From an optimization exercise on the open Yosys and OpenROAD flow, aimed at a short achievable clock period and few clock cycles; shortcuts taken in it are not production practice. The RTL was checked by simulation tests, not by an equivalence proof against the original design. No activity file was given, so power comes from the tool's default toggle rates.

job 9883:
## wh8_core
module wh8_core (
    input  wire       clk,
    input  wire       rst,
    input  wire       disp_valid,
    output wire       disp_ready,
    input  wire [1:0] disp_seg,
    input  wire [7:0] disp_pc,
    input  wire [7:0] disp_acc,
    input  wire [7:0] disp_x,
    input  wire [7:0] disp_y,
    input  wire       disp_z,
    input  wire [7:0] disp_ir,
    input  wire [7:0] disp_quantum,
    output wire       mem_req,
    output wire       mem_we,
    output wire [9:0] mem_addr,
    output wire [7:0] mem_wdata,
    input  wire       mem_ack,
    input  wire [7:0] mem_rdata,
    output wire       ret_valid,
    output wire       done_valid,
    output wire [2:0] done_cause,
    output wire [7:0] r_pc,
    output wire [7:0] r_acc,
    output wire [7:0] r_x,
    output wire [7:0] r_y,
    output wire       r_z,
    output wire [7:0] r_ir,
    output reg        con_valid,
    output wire [7:0] con_data
);
Size: ~1,300 cells after synthesis, ~210 flip-flops, roughly 140 I/O pins, roughly 12,000 µm² of cells after synthesis.
clock: 5.0 ns
lec_check: 0
cap_margin: 20
core_margin: 2
core_utilization: 40
setup_slack_margin: 3.0
slew_margin: 20
dont_use_cells: sky130_fd_sc_hd__a2111o_1 sky130_fd_sc_hd__a2111o_2 sky130_fd_sc_hd__a2111o_4 sky130_fd_sc_hd__a2111oi_0 sky130_fd_sc_hd__a2111oi_1 sky130_fd_sc_hd__a2111oi_2 sky130_fd_sc_hd__a2111oi_4 sky130_fd_sc_hd__a221o_1 sky130_fd_sc_hd__a221o_2 sky130_fd_sc_hd__a221o_4 sky130_fd_sc_hd__a221oi_1 sky130_fd_sc_hd__a221oi_2 sky130_fd_sc_hd__a221oi_4 sky130_fd_sc_hd__a222oi_1 sky130_fd_sc_hd__a311o_1 sky130_fd_sc_hd__a311o_2 sky130_fd_sc_hd__a311o_4 sky130_fd_sc_hd__a311oi_1 sky130_fd_sc_hd__a311oi_2 sky130_fd_sc_hd__a311oi_4 sky130_fd_sc_hd__a32o_1 sky130_fd_sc_hd__a32o_2 sky130_fd_sc_hd__a32o_4 sky130_fd_sc_hd__a32oi_1 sky130_fd_sc_hd__a32oi_2 sky130_fd_sc_hd__a32oi_4 sky130_fd_sc_hd__a41o_1 sky130_fd_sc_hd__a41o_2 sky130_fd_sc_hd__a41o_4 sky130_fd_sc_hd__a41oi_1 sky130_fd_sc_hd__a41oi_2 sky130_fd_sc_hd__a41oi_4 sky130_fd_sc_hd__and4_1 sky130_fd_sc_hd__and4_2 sky130_fd_sc_hd__and4_4 sky130_fd_sc_hd__and4b_1 sky130_fd_sc_hd__and4b_2 sky130_fd_sc_hd__and4b_4 sky130_fd_sc_hd__and4bb_1 sky130_fd_sc_hd__and4bb_2 sky130_fd_sc_hd__and4bb_4 sky130_fd_sc_hd__nand4_1 sky130_fd_sc_hd__nand4_2 sky130_fd_sc_hd__nand4_4 sky130_fd_sc_hd__nand4b_1 sky130_fd_sc_hd__nand4b_2 sky130_fd_sc_hd__nand4b_4 sky130_fd_sc_hd__nand4bb_1 sky130_fd_sc_hd__nand4bb_2 sky130_fd_sc_hd__nand4bb_4 sky130_fd_sc_hd__nor3_1 sky130_fd_sc_hd__nor3_2 sky130_fd_sc_hd__nor3_4 sky130_fd_sc_hd__nor3b_1 sky130_fd_sc_hd__nor3b_2 sky130_fd_sc_hd__nor3b_4 sky130_fd_sc_hd__nor4_1 sky130_fd_sc_hd__nor4_2 sky130_fd_sc_hd__nor4_4 sky130_fd_sc_hd__nor4b_1 sky130_fd_sc_hd__nor4b_2 sky130_fd_sc_hd__nor4b_4 sky130_fd_sc_hd__nor4bb_1 sky130_fd_sc_hd__nor4bb_2 sky130_fd_sc_hd__nor4bb_4 sky130_fd_sc_hd__o2111a_1 sky130_fd_sc_hd__o2111a_2 sky130_fd_sc_hd__o2111a_4 sky130_fd_sc_hd__o2111ai_1 sky130_fd_sc_hd__o2111ai_2 sky130_fd_sc_hd__o2111ai_4 sky130_fd_sc_hd__o221a_1 sky130_fd_sc_hd__o221a_2 sky130_fd_sc_hd__o221a_4 sky130_fd_sc_hd__o221ai_1 sky130_fd_sc_hd__o221ai_2 sky130_fd_sc_hd__o221ai_4 sky130_fd_sc_hd__o311a_1 sky130_fd_sc_hd__o311a_2 sky130_fd_sc_hd__o311a_4 sky130_fd_sc_hd__o311ai_0 sky130_fd_sc_hd__o311ai_1 sky130_fd_sc_hd__o311ai_2 sky130_fd_sc_hd__o311ai_4 sky130_fd_sc_hd__o32a_1 sky130_fd_sc_hd__o32a_2 sky130_fd_sc_hd__o32a_4 sky130_fd_sc_hd__o32ai_1 sky130_fd_sc_hd__o32ai_2 sky130_fd_sc_hd__o32ai_4 sky130_fd_sc_hd__o41a_1 sky130_fd_sc_hd__o41a_2 sky130_fd_sc_hd__o41a_4 sky130_fd_sc_hd__o41ai_1 sky130_fd_sc_hd__o41ai_2 sky130_fd_sc_hd__o41ai_4 sky130_fd_sc_hd__or3_1 sky130_fd_sc_hd__or3_2 sky130_fd_sc_hd__or3_4 sky130_fd_sc_hd__or3b_1 sky130_fd_sc_hd__or3b_2 sky130_fd_sc_hd__or3b_4 sky130_fd_sc_hd__or4_1 sky130_fd_sc_hd__or4_2 sky130_fd_sc_hd__or4_4 sky130_fd_sc_hd__or4b_1 sky130_fd_sc_hd__or4b_2 sky130_fd_sc_hd__or4b_4 sky130_fd_sc_hd__or4bb_1 sky130_fd_sc_hd__or4bb_2 sky130_fd_sc_hd__or4bb_4 
standard.sh (not shown) runs the stock make flow with config.mk's settings and CLKGATE_MAP_FILE= SYNTH_SCRIPT=/design/flow/synth_recipe.tcl, a recipe that flattens the netlist after the stock synthesis.
==> flow/flow/run.sh <==
#!/bin/bash
# Layout flow: the standard flow (standard.sh), with slow many-input OR/NOR,
# AOI/OAI and AND4/NAND4 cells added to the platform's don't-use list so that
# synthesis maps the logic to faster cells. Flip-flop mapping is unchanged,
# so the registers are the standard synthesis's. Each tool's output is kept
# in orfs/logs/; make's own output goes to flow_make.log.
set -euo pipefail
here="$(pwd)"
cells="$(cat flow/dont_use.txt)"
printf '\nexport DONT_USE_CELLS = %s\n' "$cells" >> config.mk
bash standard.sh > "$here/flow_make.log" 2>&1
Other scripts of this flow, unchanged in this note and not shown: flow/flow/dont_use.txt
Testbench counts of job 9883, summed over its fixed seeds: cycles 418,679.
Modified inputs, job 7487 compared to job 9883
-- flow/config.mk --
<<< job 9883, line 9
export CORE_MARGIN = 2
export CORE_UTILIZATION = 40
export SETUP_SLACK_MARGIN = 3.0
>>> job 7487, line 9
export CORE_MARGIN = 2
export CORE_UTILIZATION = 65
export SETUP_SLACK_MARGIN = 3.0
==> run summary <==
Job 7487 vs job 9883, termination of the worst setup path: addr1[1] vs addr1[4]
Summary of job 7487 over job 9883: critical path arrival has increased; maximum VDD drop has increased.
The starting density of the core reported for job 7487 is greater than that of job 9883 by 26 points.
Relative to job 9883, multi-input gate share of total cell area has increased by 0.70 points in job 7487.
Diode insertion count for antenna repair: job 7487 higher than job 9883
met3 track demand over resource in global routing in job 7487 is 5.0 points higher than in job 9883
[compare] base=job 9883 new=job 7487: wire length of the first global-routing pass moved up; number of clock buffers in the layout moved down; share of the clock period used by the worst path moved up.
Setup changes, job 7487 to job 3894
-- flow/config.mk --
<<< job 7487, line 9
export CORE_MARGIN = 2
export CORE_UTILIZATION = 65
export SETUP_SLACK_MARGIN = 3.0
>>> job 3894, line 9
export CORE_MARGIN = 2
export CORE_UTILIZATION = 30
export SETUP_SLACK_MARGIN = 3.0
Notes after the runs:
- Both conditions hold for job 3894: the flow ran to the end and the final layout passed the timing, DRC and antenna checks.
- For job 7487, the slowest library cell on the worst path was sky130_fd_sc_hd__dfxtp_2, unlike job 3894, where it was sky130_fd_sc_hd__o31ai_4.
- Of the two values seen for critical setup path kind, input port to flip-flop was produced by job 3894 and flip-flop to flip-flop by job 7487.
- Higher fraction of met2 tracks used by global routing among job 7487 and job 3894: job 7487
- Diff job 3894..job 7487 | sequential cell count | unchanged
- Biggest fanout along the worst timing path: job 3894 < job 7487
Here is what was changed in the inputs of job 4728 compared with job 3894.
-- flow/config.mk --
<<< job 3894, line 9
export CORE_MARGIN = 2
export CORE_UTILIZATION = 30
export SETUP_SLACK_MARGIN = 3.0
>>> job 4728, line 9
export CORE_MARGIN = 2
export CORE_UTILIZATION = 50
export PLACE_DENSITY = 0.5
export SETUP_SLACK_MARGIN = 3.0
--- outcome ---
Job 4728 vs job 3894 — post-CTS setup repair buffer count rose 3.8%. Diff job 4728 and job 3894: final routed wire length divided by cell count higher in job 4728. Going from job 3894 to job 4728, share of total power in the clock network -1.0 points; die span in y now smaller; total power decreased 3.7%; post-synthesis to final-layout area growth lost 6.4 points. Relative to job 3894, non-clock buffer count decreased by 2 in job 4728. Between job 3894 and job 4728, first-iteration DRC count increased. Job 4728 has completed all stages; timing, DRC and antenna checks passed. Of job 4728 and job 3894, the lower area of the die belongs to job 4728.

* * *

Another version of the RTL of wh8_core (not shown whole).
For scale: ~1400 cells after synthesis, roughly 12000 um2 of cells after synthesis.
// wh8_core
module wh8_core (
    input  wire       clk,
    input  wire       rst,
    input  wire       disp_valid,
    output wire       disp_ready,
    input  wire [1:0] disp_seg,
    input  wire [7:0] disp_pc,
    input  wire [7:0] disp_acc,
    input  wire [7:0] disp_x,
    input  wire [7:0] disp_y,
    input  wire       disp_z,
    input  wire [7:0] disp_ir,
    input  wire [7:0] disp_quantum,
    output wire       mem_req,
    output wire       mem_we,
    output wire [9:0] mem_addr,
    output wire [7:0] mem_wdata,
    input  wire       mem_ack,
    input  wire [7:0] mem_rdata,
    output wire       ret_valid,
    output wire       done_valid,
    output wire [2:0] done_cause,
    output wire [7:0] r_pc,
    output wire [7:0] r_acc,
    output wire [7:0] r_x,
    output wire [7:0] r_y,
    output wire       r_z,
    output wire [7:0] r_ir,
    output reg        con_valid,
    output wire [7:0] con_data
);
    localparam [7:0] OP_BRK   = 8'h00;
    localparam [7:0] OP_ADC   = 8'h6D;
    localparam [7:0] OP_STA   = 8'h8D;
    localparam [7:0] OP_LDY_I = 8'hA0;
    localparam [7:0] OP_LDX_I = 8'hA2;
    localparam [7:0] OP_LDA_I = 8'hA9;
    localparam [7:0] OP_LDY_A = 8'hAC;
    localparam [7:0] OP_LDA_A = 8'hAD;
    localparam [7:0] OP_LDX_A = 8'hAE;
    localparam [7:0] OP_BNE   = 8'hD0;
    localparam [7:0] OP_NOP   = 8'hEA;
    localparam [7:0] OP_CPX   = 8'hEC;
    localparam [7:0] OP_INC   = 8'hEE;
    localparam [7:0] OP_SYS   = 8'hFF;
    localparam [2:0] C_QUANTUM = 3'd0;
    localparam [2:0] C_BRK     = 3'd1;
    localparam [2:0] C_ILLEGAL = 3'd3;
    localparam [2:0] C_OPSEG   = 3'd5;
    localparam [2:0] C_SYSARG  = 3'd6;
    localparam [2:0] C_STRSEG  = 3'd7;
    function [3:0] dec_tens(input [6:0] v);
        begin
  ...
==> flow/config.mk <==
export PLATFORM = sky130hd
export DESIGN_NAME = wh8_core
export DESIGN_NICKNAME = wh8_core
export VERILOG_FILES = /design/flow/design.v
export SDC_FILE = /design/flow/constraint.sdc
export NUM_CORES = 4
export LEC_CHECK = 0
export CAP_MARGIN = 20
export CORE_MARGIN = 2
export CORE_UTILIZATION = 50
export PLACE_DENSITY = 0.5
export SETUP_SLACK_MARGIN = 3.0
export SLEW_MARGIN = 20

export DONT_USE_CELLS = sky130_fd_sc_hd__a2111o_1 sky130_fd_sc_hd__a2111o_2 sky130_fd_sc_hd__a2111o_4 sky130_fd_sc_hd__a2111oi_0 sky130_fd_sc_hd__a2111oi_1 sky130_fd_sc_hd__a2111oi_2 sky130_fd_sc_hd__a2111oi_4 sky130_fd_sc_hd__a221o_1 sky130_fd_sc_hd__a221o_2 sky130_fd_sc_hd__a221o_4 sky130_fd_sc_hd__a221oi_1 sky130_fd_sc_hd__a221oi_2 sky130_fd_sc_hd__a221oi_4 sky130_fd_sc_hd__a222oi_1 sky130_fd_sc_hd__a311o_1 sky130_fd_sc_hd__a311o_2 sky130_fd_sc_hd__a311o_4 sky130_fd_sc_hd__a311oi_1 sky130_fd_sc_hd__a311oi_2 sky130_fd_sc_hd__a311oi_4 sky130_fd_sc_hd__a32o_1 sky130_fd_sc_hd__a32o_2 sky130_fd_sc_hd__a32o_4 sky130_fd_sc_hd__a32oi_1 sky130_fd_sc_hd__a32oi_2 sky130_fd_sc_hd__a32oi_4 sky130_fd_sc_hd__a41o_1 sky130_fd_sc_hd__a41o_2 sky130_fd_sc_hd__a41o_4 sky130_fd_sc_hd__a41oi_1 sky130_fd_sc_hd__a41oi_2 sky130_fd_sc_hd__a41oi_4 sky130_fd_sc_hd__and4_1 sky130_fd_sc_hd__and4_2 sky130_fd_sc_hd__and4_4 sky130_fd_sc_hd__and4b_1 sky130_fd_sc_hd__and4b_2 sky130_fd_sc_hd__and4b_4 sky130_fd_sc_hd__and4bb_1 sky130_fd_sc_hd__and4bb_2 sky130_fd_sc_hd__and4bb_4 sky130_fd_sc_hd__nand4_1 sky130_fd_sc_hd__nand4_2 sky130_fd_sc_hd__nand4_4 sky130_fd_sc_hd__nand4b_1 sky130_fd_sc_hd__nand4b_2 sky130_fd_sc_hd__nand4b_4 sky130_fd_sc_hd__nand4bb_1 sky130_fd_sc_hd__nand4bb_2 sky130_fd_sc_hd__nand4bb_4 sky130_fd_sc_hd__nor3_1 sky130_fd_sc_hd__nor3_2 sky130_fd_sc_hd__nor3_4 sky130_fd_sc_hd__nor3b_1 sky130_fd_sc_hd__nor3b_2 sky130_fd_sc_hd__nor3b_4 sky130_fd_sc_hd__nor4_1 sky130_fd_sc_hd__nor4_2 sky130_fd_sc_hd__nor4_4 sky130_fd_sc_hd__nor4b_1 sky130_fd_sc_hd__nor4b_2 sky130_fd_sc_hd__nor4b_4 sky130_fd_sc_hd__nor4bb_1 sky130_fd_sc_hd__nor4bb_2 sky130_fd_sc_hd__nor4bb_4 sky130_fd_sc_hd__o2111a_1 sky130_fd_sc_hd__o2111a_2 sky130_fd_sc_hd__o2111a_4 sky130_fd_sc_hd__o2111ai_1 sky130_fd_sc_hd__o2111ai_2 sky130_fd_sc_hd__o2111ai_4 sky130_fd_sc_hd__o221a_1 sky130_fd_sc_hd__o221a_2 sky130_fd_sc_hd__o221a_4 sky130_fd_sc_hd__o221ai_1 sky130_fd_sc_hd__o221ai_2 sky130_fd_sc_hd__o221ai_4 sky130_fd_sc_hd__o311a_1 sky130_fd_sc_hd__o311a_2 sky130_fd_sc_hd__o311a_4 sky130_fd_sc_hd__o311ai_0 sky130_fd_sc_hd__o311ai_1 sky130_fd_sc_hd__o311ai_2 sky130_fd_sc_hd__o311ai_4 sky130_fd_sc_hd__o32a_1 sky130_fd_sc_hd__o32a_2 sky130_fd_sc_hd__o32a_4 sky130_fd_sc_hd__o32ai_1 sky130_fd_sc_hd__o32ai_2 sky130_fd_sc_hd__o32ai_4 sky130_fd_sc_hd__o41a_1 sky130_fd_sc_hd__o41a_2 sky130_fd_sc_hd__o41a_4 sky130_fd_sc_hd__o41ai_1 sky130_fd_sc_hd__o41ai_2 sky130_fd_sc_hd__o41ai_4 sky130_fd_sc_hd__or3_1 sky130_fd_sc_hd__or3_2 sky130_fd_sc_hd__or3_4 sky130_fd_sc_hd__or3b_1 sky130_fd_sc_hd__or3b_2 sky130_fd_sc_hd__or3b_4 sky130_fd_sc_hd__or4_1 sky130_fd_sc_hd__or4_2 sky130_fd_sc_hd__or4_4 sky130_fd_sc_hd__or4b_1 sky130_fd_sc_hd__or4b_2 sky130_fd_sc_hd__or4b_4 sky130_fd_sc_hd__or4bb_1 sky130_fd_sc_hd__or4bb_2 sky130_fd_sc_hd__or4bb_4  sky130_fd_sc_hd__fa_1 sky130_fd_sc_hd__fa_2 sky130_fd_sc_hd__fa_4 
==> flow/constraint.sdc <==
create_clock -name core_clock -period 5.0 [get_ports {clk}]
set_input_delay 1.0000 -clock core_clock [delete_from_list [all_inputs] [get_ports {clk}]]
set_output_delay 1.0000 -clock core_clock [all_outputs]
set_load 0.01 [all_outputs]
Scripts as last shown in full above: flow/flow/run.sh
Other scripts of this flow, unchanged in this note and not shown: flow/flow/dont_use.txt
The first run ran to the end with no violations.
Testbench counts at the start, summed over its fixed seeds: cycles 416,322.
Rerun with:
CORE_UTILIZATION = 30   (was 50)
PLACE_DENSITY = not set   (was 0.5)
Fmax rose by 1.3%.
Sequential cell count stays the same.
Critical path depth rose by 1.
Total power rose by 7.3%.
Sequential share of layout area fell by 0.98 points.
Synthesized area stays the same.
Worst hold slack improves by 0.015 ns.
Count of clock-buffer cells in the layout fell by 5.
Setup slack improves by 0.029 ns.
Rerun with:
CORE_UTILIZATION = 35   (was 30)
Utilization increases by 7.1 points.
Total power increases slightly.
First-iteration DRC count increases by a few percent.
Final area decreases slightly.
Routed wire length decreases by a few percent.
Worst setup slack degrades by 0.010 ns.
Non-clock buffer count increases by 3.
Hold slack degrades by 0.0035 ns.
Combinational power hardly moves.
Rerun with:
CORE_UTILIZATION = 25   (was 35)
Maximum frequency goes down by 1.7%.
Final area came out higher by 2.0%.
Clock-buffer cell count is lower by 4.
Total power came out lower by 2.8%.
Clock skew hardly moves.
Register-to-register slack got worse by 0.03 ns.
Wire length climbs by 8.3%.
Setup slack loses 0.038 ns.
Synthesized cell count stays the same.
Via count rose by 0.92%.
Worst hold slack improved by 0.014 ns.

[afterwards: timing with drivers on the ports]
How much do the figures lean on ideal ports? The routed layouts below were timed once more, with nothing changed but the port constraints.
Step 1 assumes that a clkbuf_16 drives the clock port and a buf_2 every other input.
Step 2 also shifts input and output timing later by t, the mid clock arrival at the registers, as if the neighbouring blocks saw the same clock.
Three values: ideal ports, drivers, drivers and shift; two values: the first two.
run | t (ns) | setup slack, ns | clock arrival spread, ns | slew at the worst register clock pin (ns) | worst slew at a driven data input, ns
job 9883 | 0.579 | 2.846 / 2.819 / 2.240 | 0.020 / 0.019 | 0.07 / 0.07 | 0.08
job 7487 | 0.571 | 2.192 / 2.192 / 2.073 | 0.017 / 0.017 | 0.07 / 0.07 | 0.09
job 3894 | 0.585 | 2.786 / 2.788 / 2.203 | 0.019 / 0.020 | 0.06 / 0.06 | 0.12
job 4728 | 0.567 | 2.764 / 2.764 / 2.239 | 0.013 / 0.013 | 0.07 / 0.07 | 0.08
the first run of note 2 | 0.573 | 2.823 / 2.809 / 2.236 | 0.028 / 0.028 | 0.07 / 0.07 | 0.08
the second run of note 2 | 0.604 | 2.852 / 2.854 / 2.253 | 0.012 / 0.012 | 0.06 / 0.06 | 0.09
the third run of note 2 | 0.595 | 2.842 / 2.830 / 2.235 | 0.016 / 0.016 | 0.06 / 0.06 | 0.09
the fourth run of note 2 | 0.599 | 2.804 / 2.800 / 2.201 | 0.019 / 0.019 | 0.07 / 0.07 | 0.09
After both steps every run listed still meets setup and hold. For the third run of note 2, which loses most, drivers alone change the setup slack by -0.012 ns; drivers and shift together by -0.607 ns.
